What follows belongs to an exercise in optimizing a design on an open flow for small area, a short achievable clock period and few clock cycles; a production flow would make more cautious choices. In this exercise RTL edits were held to simulation tests only and were not proved equivalent to the original. Power figures rest on the tool's default switching activity, not on a simulated workload.

==> job 3028: inputs <==
// pif_interp
module pif_interp (
    input  wire        clk,
    input  wire        rst,
    input  wire        start,
    input  wire [1:0]  mode,        
    input  wire [31:0] pos,         
    input  wire [31:0] frac,        
    input  wire [31:0] dly_base,    
    input  wire [31:0] dly_len,     
    output wire        ready,
    output reg         done,
    output reg         fault,
    output reg  [1:0]  fault_cause,  
    output reg  [31:0] result,
    output wire        mem_en,
    output wire [14:0] mem_addr,
    input  wire [31:0] mem_rdata
);
==> flow/config.mk <==
export PLATFORM = sky130hd
export DESIGN_NAME = pif_interp
export DESIGN_NICKNAME = pif_interp
export VERILOG_FILES = /design/flow/design.v
export SDC_FILE = /design/flow/constraint.sdc
export NUM_CORES = 4
export LEC_CHECK = 0
export CAP_MARGIN = 20
export CORE_MARGIN = 2
export CORE_UTILIZATION = 40
export PLACE_DENSITY = 0.5
export SLEW_MARGIN = 20
==> flow/constraint.sdc <==
create_clock -name core_clock -period 22.0 [get_ports {clk}]
set_input_delay 4.4000 -clock core_clock [delete_from_list [all_inputs] [get_ports {clk}]]
set_output_delay 4.4000 -clock core_clock [all_outputs]
set_load 0.01 [all_outputs]
standard.sh (not shown) runs the stock make flow with config.mk's settings and CLKGATE_MAP_FILE= SYNTH_SCRIPT=/design/flow/synth_recipe.tcl, a recipe that flattens the netlist after the stock synthesis.
==> flow/flow/run.sh <==
#!/bin/bash
set -euo pipefail
bash standard.sh SETUP_SLACK_MARGIN=12 finish > standard_flow.log 2>&1
==> inputs of job 9869, as changes to job 3028 <==
--- a/flow/design.v
+++ b/flow/design.v
@@ -493,16 +493,18 @@
     wire [15:0] idx_nxt = (ri_inc == r_len) ? 16'd0 : ri_inc;
     assign mem_en   = r_act;
     assign mem_addr = r_base + r_ri[14:0];
     reg        pa_v, pm_v;
     reg [1:0]  p_thr;
+    reg [QW-1:0] p_tag;
     reg        p_herm;
     reg [3:0]  p_step;
     reg [1:0]  pa_sp;  reg pa_sgn, pa_zs; reg [7:0] pa_eb; reg [27:0] pa_sum;
     reg [1:0]  pm_sp;  reg pm_s; reg [10:0] pm_e0; reg [47:0] pm_p;
     reg         s_act, s_add, s_mul, s_sub, s_mhalf, s_herm;
     reg  [1:0]  s_thr;
+    reg  [QW-1:0] s_tag;
     reg  [3:0]  s_step;
     reg         s_nega;
     reg  [3:0]  s_asel [0:NT-1];    
     reg  [2:0]  s_bsel [0:NT-1];    
     reg  [2:0]  s_msel [0:NT-1];    
@@ -636,43 +638,36 @@
             end
             for (k = 0; k < NQ; k = k + 1)
                 q_v[k] <= 1'b0;
         end else begin
             s_act   <= n_act;
-            s_thr   <= n_thr;
-            s_herm  <= n_herm;
-            s_step  <= n_step;
             s_add   <= n_act && n_add;
             s_mul   <= n_act && n_mul;
-            s_sub   <= n_sub;
-            s_nega  <= n_nega;
-            s_mhalf <= n_mhalf;
             for (k = 0; k < NT; k = k + 1) begin
                 s_asel[k] <= (n_act && n_add && n_thr == k) ? n_asel : 4'd0;
                 s_bsel[k] <= (n_act && n_add && n_thr == k) ? n_bsel : 3'd0;
                 s_msel[k] <= (n_act && n_mul && n_thr == k) ? n_msel : 3'd0;
             end
             for (k = 0; k < NQ; k = k + 1)
                 s_tsel[k] <= n_act && n_mul && !n_mhalf && t_tag[n_thr] == k;
             pa_v   <= s_add;
             pm_v   <= s_mul;
-            p_thr  <= s_thr;
-            p_herm <= s_herm;
-            p_step <= s_step;
             if (s_act)
                 t_step[s_thr] <= s_step + 4'd1;
+            if (s_act && (s_herm ? (s_step == 4'd11) : (s_step == 4'd2))) begin
+                t_busy[s_thr] <= 1'b0;
+                t_go[s_thr]   <= 1'b0;
+            end
             if (w_ra)  t_ra[p_thr] <= add_y;
             if (w_rd)  t_rd[p_thr] <= (pa_v && p_step == 4'd2) ? add_y : mul_y;
             if (w_rc)  t_rc[p_thr] <= mul_y;
             if (w_rem) t_re[p_thr] <= mul_y;
             if (w_rea) t_re[p_thr] <= add_y;
             if (w_fin) begin
-                t_busy[p_thr] <= 1'b0;
-                t_go[p_thr]   <= 1'b0;
-                q_v[t_tag[p_thr]] <= 1'b1;
-                q_f[t_tag[p_thr]] <= 1'b0;
-                q_r[t_tag[p_thr]] <= add_y;
+                q_v[p_tag] <= 1'b1;
+                q_f[p_tag] <= 1'b0;
+                q_r[p_tag] <= add_y;
             end
             cap_v <= 1'b0;
             if (cap_v) begin
                 if (cap_none) begin
                     q_v[cap_tag] <= 1'b1;
@@ -729,9 +724,20 @@
                 q_v[q_head] <= 1'b0;
                 q_head      <= q_head + 1'b1;
             end
             q_cnt <= q_cnt + xfer - q_v[q_head];
         end
+        s_thr   <= n_thr;
+        s_tag   <= t_tag[n_thr];
+        s_herm  <= n_herm;
+        s_step  <= n_step;
+        s_sub   <= n_sub;
+        s_nega  <= n_nega;
+        s_mhalf <= n_mhalf;
+        p_thr   <= s_thr;
+        p_tag   <= s_tag;
+        p_herm  <= s_herm;
+        p_step  <= s_step;
         pa_sp <= a1_sp; pa_sgn <= a1_sgn; pa_zs <= a1_zs; pa_eb <= a1_eb; pa_sum <= a1_sum;
         pm_sp <= m1_sp; pm_s <= m1_s; pm_e0 <= m1_e0; pm_p <= m1_p;
     end
 endmodule
==> flow/flow/run.sh (replaced) <==
#!/bin/bash
set -euo pipefail
bash standard.sh SETUP_SLACK_MARGIN=14 finish > standard_flow.log 2>&1
ABC_AREA = 1   (was default)
==> inputs of job 2811, as changes to job 3028 <==
--- a/flow/design.v
+++ b/flow/design.v
@@ -493,16 +493,18 @@
     wire [15:0] idx_nxt = (ri_inc == r_len) ? 16'd0 : ri_inc;
     assign mem_en   = r_act;
     assign mem_addr = r_base + r_ri[14:0];
     reg        pa_v, pm_v;
     reg [1:0]  p_thr;
+    reg [QW-1:0] p_tag;
     reg        p_herm;
     reg [3:0]  p_step;
     reg [1:0]  pa_sp;  reg pa_sgn, pa_zs; reg [7:0] pa_eb; reg [27:0] pa_sum;
     reg [1:0]  pm_sp;  reg pm_s; reg [10:0] pm_e0; reg [47:0] pm_p;
     reg         s_act, s_add, s_mul, s_sub, s_mhalf, s_herm;
     reg  [1:0]  s_thr;
+    reg  [QW-1:0] s_tag;
     reg  [3:0]  s_step;
     reg         s_nega;
     reg  [3:0]  s_asel [0:NT-1];    
     reg  [2:0]  s_bsel [0:NT-1];    
     reg  [2:0]  s_msel [0:NT-1];    
@@ -636,43 +638,36 @@
             end
             for (k = 0; k < NQ; k = k + 1)
                 q_v[k] <= 1'b0;
         end else begin
             s_act   <= n_act;
-            s_thr   <= n_thr;
-            s_herm  <= n_herm;
-            s_step  <= n_step;
             s_add   <= n_act && n_add;
             s_mul   <= n_act && n_mul;
-            s_sub   <= n_sub;
-            s_nega  <= n_nega;
-            s_mhalf <= n_mhalf;
             for (k = 0; k < NT; k = k + 1) begin
                 s_asel[k] <= (n_act && n_add && n_thr == k) ? n_asel : 4'd0;
                 s_bsel[k] <= (n_act && n_add && n_thr == k) ? n_bsel : 3'd0;
                 s_msel[k] <= (n_act && n_mul && n_thr == k) ? n_msel : 3'd0;
             end
             for (k = 0; k < NQ; k = k + 1)
                 s_tsel[k] <= n_act && n_mul && !n_mhalf && t_tag[n_thr] == k;
             pa_v   <= s_add;
             pm_v   <= s_mul;
-            p_thr  <= s_thr;
-            p_herm <= s_herm;
-            p_step <= s_step;
             if (s_act)
                 t_step[s_thr] <= s_step + 4'd1;
+            if (s_act && (s_herm ? (s_step == 4'd11) : (s_step == 4'd2))) begin
+                t_busy[s_thr] <= 1'b0;
+                t_go[s_thr]   <= 1'b0;
+            end
             if (w_ra)  t_ra[p_thr] <= add_y;
             if (w_rd)  t_rd[p_thr] <= (pa_v && p_step == 4'd2) ? add_y : mul_y;
             if (w_rc)  t_rc[p_thr] <= mul_y;
             if (w_rem) t_re[p_thr] <= mul_y;
             if (w_rea) t_re[p_thr] <= add_y;
             if (w_fin) begin
-                t_busy[p_thr] <= 1'b0;
-                t_go[p_thr]   <= 1'b0;
-                q_v[t_tag[p_thr]] <= 1'b1;
-                q_f[t_tag[p_thr]] <= 1'b0;
-                q_r[t_tag[p_thr]] <= add_y;
+                q_v[p_tag] <= 1'b1;
+                q_f[p_tag] <= 1'b0;
+                q_r[p_tag] <= add_y;
             end
             cap_v <= 1'b0;
             if (cap_v) begin
                 if (cap_none) begin
                     q_v[cap_tag] <= 1'b1;
@@ -729,9 +724,20 @@
                 q_v[q_head] <= 1'b0;
                 q_head      <= q_head + 1'b1;
             end
             q_cnt <= q_cnt + xfer - q_v[q_head];
         end
+        s_thr   <= n_thr;
+        s_tag   <= t_tag[n_thr];
+        s_herm  <= n_herm;
+        s_step  <= n_step;
+        s_sub   <= n_sub;
+        s_nega  <= n_nega;
+        s_mhalf <= n_mhalf;
+        p_thr   <= s_thr;
+        p_tag   <= s_tag;
+        p_herm  <= s_herm;
+        p_step  <= s_step;
         pa_sp <= a1_sp; pa_sgn <= a1_sgn; pa_zs <= a1_zs; pa_eb <= a1_eb; pa_sum <= a1_sum;
         pm_sp <= m1_sp; pm_s <= m1_s; pm_e0 <= m1_e0; pm_p <= m1_p;
     end
 endmodule
==> flow/flow/run.sh (replaced) <==
#!/bin/bash
set -euo pipefail
bash standard.sh SETUP_SLACK_MARGIN=14 finish > standard_flow.log 2>&1
==> notes <==
In clock power, job 3028 and job 9869 hardly differ. The highest cell area belongs to job 2811, the lowest to job 3028. In job 2811 the synthesized cell count is lower than in job 3028, by 0.91%. Between job 9869 and job 2811, the lower power is in job 2811 (gap about 40%, measured against job 2811).
Testbench counts of job 3028, summed over its fixed seeds: cycles 53,127.
Testbench counts of job 9869, summed over its fixed seeds: cycles 52,995.
Testbench counts of job 2811, summed over its fixed seeds: cycles 52,995.

static timing again, ports no longer ideal:
How much do the figures lean on ideal ports? The routed layouts below were timed once more, with nothing changed but the port constraints. Step 1 sets driving cells, clkbuf_16 on the clock port and buf_2 on the other inputs (assumed; they add their load-dependent delay and slew). Step 2 adds t to the input delays and takes it off the output delays; t is the mean of the earliest and latest rising clock arrival at the registers after step 1. Input paths then give back, and output paths get back, about the clock's delay inside the block. a / b / c = ideal ports / drivers / drivers and shift; a / b = the first two.
| run | t, ns | setup WS [ns] | cell pins on the clock port's net |
|---|---|---|---|
| job 3028 | 0.892 | 12.318 / 12.318 / 11.865 | 1 |
| job 9869 | 0.901 | 13.950 / 13.850 / 13.329 | 1 |
| job 2811 | 0.902 | 13.620 / 13.620 / 13.290 | 1 |
After both steps setup and hold are still met in every run listed. The setup slack of job 9869, which loses most, moves by -0.100 ns with the drivers and by -0.621 ns with both steps.
